What follows belongs to an exercise in optimizing a design on an open flow for small area and a short achievable clock period; a production flow would make more cautious choices.
RTL that was checked went through simulation tests only; none was proved equivalent to the original.
Power figures rest on the tool's default switching activity, not on a simulated workload.

==> v26 <==
## sde_top
module sde_top (
    input  wire        clk,
    input  wire        rst,
    input  wire        bus_valid,
    input  wire        bus_write,
    input  wire [7:0]  bus_addr,
    input  wire [1:0]  bus_size,      
    input  wire [31:0] bus_wdata,
    output wire        bus_ready,
    output reg         bus_rvalid,
    output reg  [31:0] bus_rdata,
    input  wire [31:0] int_st,        
    output reg         pwm_valid,
    output reg  [3:0]  pwm_op,
    output wire [1:0]  pwm_ph,
    output reg  [31:0] pwm_data,
    input  wire [11:0] adc_raw,
    output reg         adc_valid,
    output reg  [1:0]  adc_op,
    input  wire [63:0] now_us
);
    localparam [31:0] CARRIER_DEFAULT  = 32'h00067200;
    localparam [31:0] IDENT_VALUE      = 32'h53505737;
    localparam [31:0] PARAM_VALUE      = 32'h000C0021;
    localparam [19:0] SAMPLE_PERIOD_US = 20'd1000000;
    localparam [3:0] PWM_BIND_PIN      = 4'h1;
    localparam [3:0] PWM_CONFIGURE     = 4'h2;
    localparam [3:0] PWM_DEADTIME      = 4'h3;
    localparam [3:0] PWM_ENABLE_INT    = 4'h4;
    localparam [3:0] PWM_START         = 4'h5;
    localparam [3:0] PWM_REGISTER      = 4'h6;
    localparam [3:0] PWM_SET_FREQUENCY = 4'h7;
  ...
clock: 21.0 ns
lec_check: 0
cap_margin: 20
core_margin: 2
core_utilization: 70
cts_buf_list: sky130_fd_sc_hd__clkbuf_8
cts_cluster_diameter: 60
cts_cluster_size: 14
slew_margin: 20
standard.sh (not shown) runs the stock make flow with config.mk's settings and CLKGATE_MAP_FILE= SYNTH_SCRIPT=/design/flow/synth_recipe.tcl, a recipe that flattens the netlist after the stock synthesis.
==> flow/flow/run.sh <==
#!/bin/bash
set -euo pipefail
MARGIN=${SDE_SETUP_MARGIN:-11}
bash standard.sh SETUP_SLACK_MARGIN=$MARGIN \
    "BUFFER_PORTS_ARGS=-buffer_cell sky130_fd_sc_hd__buf_1" finish > flow_standard.log 2>&1
==> v8: changes against v26 <==
--- a/flow/design.v
+++ b/flow/design.v
@@ -982,61 +982,61 @@
     localparam [7:0] A_RESULT    = 8'h18;
     localparam [7:0] A_ERR       = 8'h1C;
     localparam [7:0] A_SCALE     = 8'h20;
     localparam [7:0] A_ELEC_FREQ = 8'h24;
     localparam [7:0] A_CARRIER   = 8'h28;
     localparam [7:0] A_ISR_M     = 8'h2C;
     localparam [7:0] A_LAST_T_LO = 8'h30;
     localparam [7:0] A_LAST_T_HI = 8'h34;
-    localparam [3:0] S_IDLE   = 4'd0;
-    localparam [3:0] S_PHINIT = 4'd1;    
-    localparam [3:0] S_REGH   = 4'd2;    
-    localparam [3:0] S_APPLY  = 4'd3;    
-    localparam [3:0] S_SETCAR = 4'd4;    
-    localparam [3:0] S_UPD0   = 4'd5;    
-    localparam [3:0] S_UPDF   = 4'd6;    
-    localparam [3:0] S_SCHK   = 4'd7;    
-    localparam [3:0] S_SREAD  = 4'd8;    
-    localparam [3:0] S_ADC0   = 4'd9;    
-    localparam [3:0] S_ADC1   = 4'd10;   
-    localparam [3:0] S_ISR_E  = 4'd11;   
-    localparam [3:0] S_ISR_A  = 4'd12;   
+    localparam [4:0] S_IDLE   = 5'h00;
+    localparam [4:0] S_PHINIT = 5'h11;   
+    localparam [4:0] S_REGH   = 5'h12;   
+    localparam [4:0] S_APPLY  = 5'h13;   
+    localparam [4:0] S_SETCAR = 5'h14;   
+    localparam [4:0] S_UPD0   = 5'h15;   
+    localparam [4:0] S_UPDF   = 5'h16;   
+    localparam [4:0] S_SCHK   = 5'h17;   
+    localparam [4:0] S_SREAD  = 5'h18;   
+    localparam [4:0] S_ADC0   = 5'h19;   
+    localparam [4:0] S_ADC1   = 5'h1A;   
+    localparam [4:0] S_ISR_E  = 5'h1B;   
+    localparam [4:0] S_ISR_A  = 5'h1C;   
     reg [5:0]  cursor0, cursor1, cursor2;
     reg [2:0]  pending;
     reg [2:0]  ch_init;
     reg [14:0] duty0, duty1, duty2;
     reg [31:0] freq0, freq1, freq2;
     reg [15:0] scale;
     reg [13:0] elec;         
     reg        handler_reg;
     reg [63:0] last_t;
     reg [31:0] isr_m;
     reg [3:0]  fg_todo;      
     reg        run_req;
     reg [31:0] arg;
     reg [5:0]  res_idx;      
     reg [8:0]  err;
-    reg [3:0]  state;
+    reg [4:0]  state;
     reg        j_chain;      
     reg        j_seq;        
     reg [1:0]  ph;
     reg [2:0]  sub;
     reg [15:0] scale_in;     
     reg [2:0]  freq_v;       
     reg [2:0]  duty_v;       
     reg        isr_m_v;
     reg        arg_v;        
     reg        elec_v;
     reg [1:0]  rr;
     reg [14:0] dq0, dq1, dq2;
     wire init_done  = handler_reg & (&ch_init);
     wire irq        = handler_reg & (|int_st);
     wire seq_active = run_req | fg_todo[3];
-    wire isr_active = (state == S_ISR_A);
+    wire isr_active = (state[3:0] == S_ISR_A[3:0]);
     wire [5:0]  cursor_rr = (rr == 2'd0) ? cursor0 : (rr == 2'd1) ? cursor1 : cursor2;
     wire [14:0] law_duty;
     wire [15:0] norm_scale;
     wire [13:0] law_elec;
     wire [14:0] result_value;
     sde_duty_law u_duty (
         .index (cursor_rr),
         .scale (scale),
@@ -1063,17 +1063,18 @@
     end
     wire [5:0] cur_ph      = (ph == 2'd0) ? cursor0 : (ph == 2'd1) ? cursor1 : cursor2;
     wire       pend_ph     = (ph == 2'd0) ? pending[0] : (ph == 2'd1) ? pending[1] : pending[2];
     wire [5:0] cursor_next = (cur_ph == 6'd32) ? 6'd0 : cur_ph + 6'd1;
     wire sample_due;
     sde_sample_due u_due (.now_us(now_us), .last_t(last_t), .due(sample_due));
     wire bus_legal   = (bus_size == 2'd2) && (bus_addr[1:0] == 2'b00);
     wire is_cmd_wr   = bus_write && (bus_size == 2'd2) && (bus_addr == A_CMD);
-    wire engine_free = (state == S_IDLE) && !irq;
+    wire st_idle     = !state[4];
+    wire engine_free = st_idle && !irq;
     wire cmd_accept  = bus_valid && is_cmd_wr && engine_free;
     wire bus_fire    = bus_valid && bus_ready;
     assign bus_ready = !is_cmd_wr || engine_free;
     wire [3:0] a_w    = bus_addr[5:2];
     wire       a_base = bus_legal && (bus_addr[7:6] == 2'b00);
     wire       a_phk  = bus_legal && (bus_addr[7:6] == 2'b01);
     wire [2:0] a_ph   = {a_phk && bus_addr[5:4] == 2'd2, a_phk && bus_addr[5:4] == 2'd1,
                          a_phk && bus_addr[5:4] == 2'd0};
@@ -1170,66 +1171,66 @@
     end
     assign pwm_ph = ph;      
     always @(*) begin
         pwm_valid = 1'b0;
         pwm_op    = 4'd0;
         pwm_data  = 32'd0;
         adc_valid = 1'b0;
         adc_op    = 2'd0;
-        case (state)
-            S_PHINIT: begin
+        case (state[3:0])
+            S_PHINIT[3:0]: begin
                 pwm_valid = 1'b1;
                 case (sub)
                     3'd0: pwm_op = PWM_BIND_PIN;
                     3'd1: begin pwm_op = PWM_BIND_PIN; pwm_data = 32'd1; end
                     3'd2: begin pwm_op = PWM_CONFIGURE; pwm_data = CARRIER_DEFAULT; end
                     3'd3: pwm_op = PWM_DEADTIME;
                     3'd4: pwm_op = PWM_ENABLE_INT;
                     default: pwm_op = PWM_START;
                 endcase
             end
-            S_REGH: begin
+            S_REGH[3:0]: begin
                 pwm_valid = 1'b1;
                 pwm_op    = PWM_REGISTER;
             end
-            S_APPLY: begin
+            S_APPLY[3:0]: begin
                 pwm_valid = pend_ph;
                 pwm_op    = PWM_SET_DUTY;
                 pwm_data  = {17'd0, apply_duty};
             end
-            S_SETCAR: begin
+            S_SETCAR[3:0]: begin
                 pwm_valid = 1'b1;
                 pwm_op    = PWM_SET_FREQUENCY;
                 pwm_data  = arg & {32{arg_v}};
             end
-            S_UPDF: begin
+            S_UPDF[3:0]: begin
                 pwm_valid = 1'b1;
                 pwm_op    = PWM_SET_FREQUENCY;
                 pwm_data  = {13'd0, carrier};
             end
-            S_ISR_E: begin
+            S_ISR_E[3:0]: begin
                 pwm_valid = 1'b1;
                 pwm_op    = PWM_READ_STATUS;
                 pwm_data  = int_st;
             end
-            S_ISR_A: begin
+            S_ISR_A[3:0]: begin
                 pwm_valid = 1'b1;
                 pwm_op    = PWM_CLEAR_STATUS;
                 pwm_data  = isr_m;
             end
-            S_SREAD: begin
+            S_SREAD[3:0]: begin
                 adc_valid = 1'b1;
                 adc_op    = ADC_READ_RAW;
             end
-            S_ADC0: begin
+            S_ADC0[3:0]: begin
                 adc_valid = 1'b1;
                 adc_op    = ADC_CONF_RES;
             end
-            S_ADC1: begin
+            S_ADC1[3:0]: begin
                 adc_valid = 1'b1;
                 adc_op    = ADC_CONF_RANGE;
             end
             default: ;
         endcase
     end
     always @(posedge clk)
         bus_rdata <= rd_value;
@@ -1237,17 +1238,17 @@
         dq0 <= law_duty;
         dq1 <= dq0;
         dq2 <= dq1;
         if (rst)              rr <= 2'd0;
         else if (rr == 2'd2)  rr <= 2'd0;
         else                  rr <= rr + 2'd1;
     end
     always @(posedge clk)
-        scale_in <= (state == S_SREAD) ? norm_scale : c_imm;
+        scale_in <= (state[3:0] == S_SREAD[3:0]) ? norm_scale : c_imm;
     always @(posedge clk) begin
         if (rst) begin
             cursor0     <= 6'd0;
             cursor1     <= 6'd11;
             cursor2     <= 6'd22;
             freq_v      <= 3'd0;
             duty_v      <= 3'd0;
             isr_m_v     <= 1'b0;
@@ -1280,18 +1281,18 @@
                             end else
                                 run_req <= 1'b0;
                         A_ARG: begin arg <= bus_wdata; arg_v <= 1'b1; end
                         A_ERR: err <= err & ~bus_wdata[8:0];
                         default: ;    
                     endcase
                 end
             end
-            case (state)
-                S_IDLE: begin
+            case (state[3:0])
+                S_IDLE[3:0]: begin
                     if (irq) begin
                         state <= S_ISR_E;
                         ph    <= 2'd0;
                     end else if (cmd_accept) begin
                         if (c_err != 9'd0) begin
                             err <= err | c_err;
                         end else begin
                             ph      <= c_ph;
@@ -1325,26 +1326,26 @@
                             state <= S_APPLY; ph <= 2'd0;
                         end else if (fg_todo[2]) begin
                             state <= S_APPLY; ph <= 2'd1;
                         end else if (fg_todo[3]) begin
                             state <= S_APPLY; ph <= 2'd2;
                         end
                     end
                 end
-                S_ISR_E: begin
+                S_ISR_E[3:0]: begin
                     isr_m   <= int_st;
                     isr_m_v <= 1'b1;
                     state <= S_ISR_A;
                 end
-                S_ISR_A: begin
+                S_ISR_A[3:0]: begin
                     pending <= pending | isr_m[2:0];
                     state   <= S_IDLE;
                 end
-                S_PHINIT: begin
+                S_PHINIT[3:0]: begin
                     if (sub == 3'd5) begin
                         ch_init[ph] <= 1'b1;
                         duty_v[ph]  <= 1'b0;
                         freq_v[ph]  <= 1'b1;
                         case (ph)
                             2'd0:    freq0 <= CARRIER_DEFAULT;
                             2'd1:    freq1 <= CARRIER_DEFAULT;
                             default: freq2 <= CARRIER_DEFAULT;
@@ -1358,115 +1359,123 @@
                                 ph    <= ph + 2'd1;
                         end else begin
                             state <= S_IDLE;
                         end
                     end else begin
                         sub <= sub + 3'd1;
                     end
                 end
-                S_REGH: begin
+                S_REGH[3:0]: begin
                     handler_reg <= 1'b1;
                     state       <= S_IDLE;
                 end
-                S_APPLY: begin
+                S_APPLY[3:0]: begin
                     if (pend_ph) begin
                         pending[ph] <= 1'b0;
                         duty_v[ph]  <= 1'b1;
                         case (ph)
                             2'd0:    begin duty0 <= apply_duty; cursor0 <= cursor_next; end
                             2'd1:    begin duty1 <= apply_duty; cursor1 <= cursor_next; end
                             default: begin duty2 <= apply_duty; cursor2 <= cursor_next; end
                         endcase
                     end
                     if (j_chain && ph != 2'd2) begin
                         ph <= ph + 2'd1;
                     end else begin
                         if (j_seq) fg_todo <= {fg_todo[2:0], 1'b0};
                         state <= S_IDLE;
                     end
                 end
-                S_SETCAR: begin
+                S_SETCAR[3:0]: begin
                     freq_v[ph] <= arg_v;
                     case (ph)
                         2'd0:    freq0 <= arg;
                         2'd1:    freq1 <= arg;
                         default: freq2 <= arg;
                     endcase
                     state    <= S_IDLE;
                 end
-                S_UPD0: begin
+                S_UPD0[3:0]: begin
                     scale <= scale_in;
                     elec   <= law_elec;
                     elec_v <= 1'b1;
                     ph    <= 2'd0;
                     state <= S_UPDF;
                 end
-                S_UPDF: begin
+                S_UPDF[3:0]: begin
                     freq_v[ph] <= 1'b1;
                     case (ph)
                         2'd0:    freq0 <= {13'd0, carrier};
                         2'd1:    freq1 <= {13'd0, carrier};
                         default: freq2 <= {13'd0, carrier};
                     endcase
                     if (ph != 2'd2) begin
                         ph <= ph + 2'd1;
                     end else if (j_chain) begin
                         ph    <= 2'd0;
                         state <= S_APPLY;
                     end else begin
                         if (j_seq) fg_todo <= {fg_todo[2:0], 1'b0};
                         state <= S_IDLE;
                     end
                 end
-                S_SCHK: begin
+                S_SCHK[3:0]: begin
                     if (sample_due) begin
                         last_t <= now_us;
                         state  <= S_SREAD;
                     end else if (j_chain) begin
                         ph    <= 2'd0;
                         state <= S_APPLY;
                     end else begin
                         if (j_seq) fg_todo <= {fg_todo[2:0], 1'b0};
                         state <= S_IDLE;
                     end
                 end
-                S_SREAD: state <= S_UPD0;
-                S_ADC0:  state <= S_ADC1;
-                S_ADC1:  state <= S_IDLE;
+                S_SREAD[3:0]: state <= S_UPD0;
+                S_ADC0[3:0]:  state <= S_ADC1;
+                S_ADC1[3:0]:  state <= S_IDLE;
                 default: state <= S_IDLE;
             endcase
         end
     end
 endmodule
 module sde_sample_due (
     input  wire [63:0] now_us,
     input  wire [63:0] last_t,
     output wire        due
 );
     localparam [19:0] K = 20'd1000000;
     wire [19:0] a = now_us[19:0];
     wire [19:0] b = ~last_t[19:0];
-    wire [10:0] cl, c0, c1;
+    wire [19:0] d0, d1;                   
+    wire [19:0] k0, k1;                   
+    wire [4:0]  cb;                       
     wire [19:0] d;
-    wire [9:0]  d0, d1;
-    assign cl[0] = 1'b1;
-    assign c0[0] = 1'b0;
-    assign c1[0] = 1'b1;
+    assign cb[0] = 1'b1;
     genvar i;
-    generate for (i = 0; i < 10; i = i + 1) begin : lo
-        assign d[i]    = a[i] ^ b[i] ^ cl[i];
-        assign cl[i+1] = (a[i] & b[i]) | (a[i] & cl[i]) | (b[i] & cl[i]);
-        assign d0[i]   = a[i+10] ^ b[i+10] ^ c0[i];
-        assign c0[i+1] = (a[i+10] & b[i+10]) | (a[i+10] & c0[i]) | (b[i+10] & c0[i]);
-        assign d1[i]   = a[i+10] ^ b[i+10] ^ c1[i];
-        assign c1[i+1] = (a[i+10] & b[i+10]) | (a[i+10] & c1[i]) | (b[i+10] & c1[i]);
+    generate for (i = 0; i < 20; i = i + 1) begin : lo
+        wire ci0, ci1;
+        if (i % 5 == 0) begin : first
+            assign ci0 = 1'b0;
+            assign ci1 = 1'b1;
+        end else begin : next
+            assign ci0 = k0[i - 1];
+            assign ci1 = k1[i - 1];
+        end
+        assign d0[i] = a[i] ^ b[i] ^ ci0;
+        assign k0[i] = (a[i] & b[i]) | (a[i] & ci0) | (b[i] & ci0);
+        assign d1[i] = a[i] ^ b[i] ^ ci1;
+        assign k1[i] = (a[i] & b[i]) | (a[i] & ci1) | (b[i] & ci1);
+        assign d[i]  = cb[i / 5] ? d1[i] : d0[i];
+        if (i % 5 == 4) begin : blk
+            assign cb[i / 5 + 1] = cb[i / 5] ? k1[i] : k0[i];
+        end
     end endgenerate
-    assign d[19:10] = cl[10] ? d1 : d0;
-    wire borrow = ~(cl[10] ? c1[10] : c0[10]);
+    wire borrow = ~cb[4];
     wire [20:0] gt;
     assign gt[0] = 1'b0;
     generate for (i = 0; i < 20; i = i + 1) begin : cmp
         if (K[i]) begin : one
             assign gt[i+1] = d[i] & gt[i];
         end else begin : zero
             assign gt[i+1] = d[i] | gt[i];
         end
==> flow/flow/run.sh (replaced) <==
#!/bin/bash
set -euo pipefail
MARGIN=${SDE_SETUP_MARGIN:-11.5}
bash standard.sh SETUP_SLACK_MARGIN=$MARGIN \
    "BUFFER_PORTS_ARGS=-buffer_cell sky130_fd_sc_hd__buf_1" finish > flow_standard.log 2>&1
==> flow/config.mk (replaced) <==
export PLATFORM = sky130hd
export DESIGN_NAME = sde_top
export DESIGN_NICKNAME = sde_top
export VERILOG_FILES = /design/flow/design.v
export SDC_FILE = /design/flow/constraint.sdc
export NUM_CORES = 4
export LEC_CHECK = 0
export CAP_MARGIN = 20
export CORE_MARGIN = 2
export CORE_UTILIZATION = 65
export CTS_BUF_LIST = sky130_fd_sc_hd__clkbuf_8
export CTS_CLUSTER_DIAMETER = 60
export CTS_CLUSTER_SIZE = 14
export SLEW_MARGIN = 20
==> v1: changes against v26 <==
==> flow/config.mk (replaced) <==
export PLATFORM = sky130hd
export DESIGN_NAME = sde_top
export DESIGN_NICKNAME = sde_top
export VERILOG_FILES = /design/flow/design.v
export SDC_FILE = /design/flow/constraint.sdc
export NUM_CORES = 4
export LEC_CHECK = 0
export CAP_MARGIN = 20
export CORE_MARGIN = 2
export CORE_UTILIZATION = 60
export CTS_BUF_LIST = sky130_fd_sc_hd__clkbuf_8
export CTS_CLUSTER_DIAMETER = 60
export CTS_CLUSTER_SIZE = 14
export GPL_TIMING_DRIVEN = 0
export SLEW_MARGIN = 20
==> summary.txt <==
item                                                          v8              v1             v26
Status                                            finished clean  finished clean  finished clean
Register Area                                          11500 µm²       11500 µm²       11500 µm²
Slowest cell delay on critical path                      0.33 ns         0.48 ns         0.40 ns
Count of port buffers added during placement                 229             228             229
Number of clock buffers in the layout                         45              44              43
Net switching fraction of the power                        36.9%           36.2%           36.2%
Number of sinks on the clock net                             461             460             460
Grt met1 use                                               55.1%           53.0%           56.8%
Placed instance area                                   32500 µm²       32200 µm²       31600 µm²
Net switching component of the power                    0.823 mW        0.776 mW        0.755 mW
Final-layout fill cell count                                3653            4072            2964
Post-CTS setup buffers                                         6               4               6
Synth Area in Compound Gates                               17.8%           15.3%           15.3%
Multi-input logic portion of the cell area                 52.9%           51.0%           52.1%
Critical setup path kind                               in -> out       in -> out       in -> reg
Final clock period utilization by the worst path           45.8%           48.8%           47.8%
Worst Hold Endpoint                               dq1[6]$_DFF_P_  dq2[8]$_DFF_P_  dq2[9]$_DFF_P_
Global-route usage over all layers                         46.8%           45.8%           48.6%
Final instance count without filler cells                   4150            4189            3961
Power of the sequential group                            1.02 mW        0.998 mW        0.998 mW
Function not checked in v26 and v1: the RTL went through the layout flow alone.

==> afterwards: timing with drivers on the ports <==
The results above use ideal ports. As a check the final layouts listed here were re-extracted and re-timed, cells and wires unchanged.
Step 1 assumes that a clkbuf_16 drives the clock port and a buf_2 every other input.
Step 2 times the ports against the registers' clock, not the clock port: input delays grow and output delays shrink by t, the midpoint of the rising clock arrivals with the driver on.
Three values: ideal ports, drivers, drivers and shift; two values: the first two.
run | shift t [ns] | slack for setup (ns) | hold WS [ns] | worst data-port slew with drivers (ns) | cell pins on the clock port's net
v26 | 0.683 | 10.968 / 10.972 / 10.296 | 0.340 / 0.340 / 0.340 | 0.13 | 1
v8 | 0.675 | 11.391 / 11.337 / 11.028 | 0.343 / 0.343 / 0.343 | 0.09 | 1
v1 | 0.740 | 10.749 / 10.691 / 10.469 | 0.345 / 0.345 / 0.345 | 0.11 | 1
After both steps every run listed still meets setup and hold. The setup slack of v26, which loses most, moves by +0.004 ns with the drivers and by -0.672 ns with both steps.
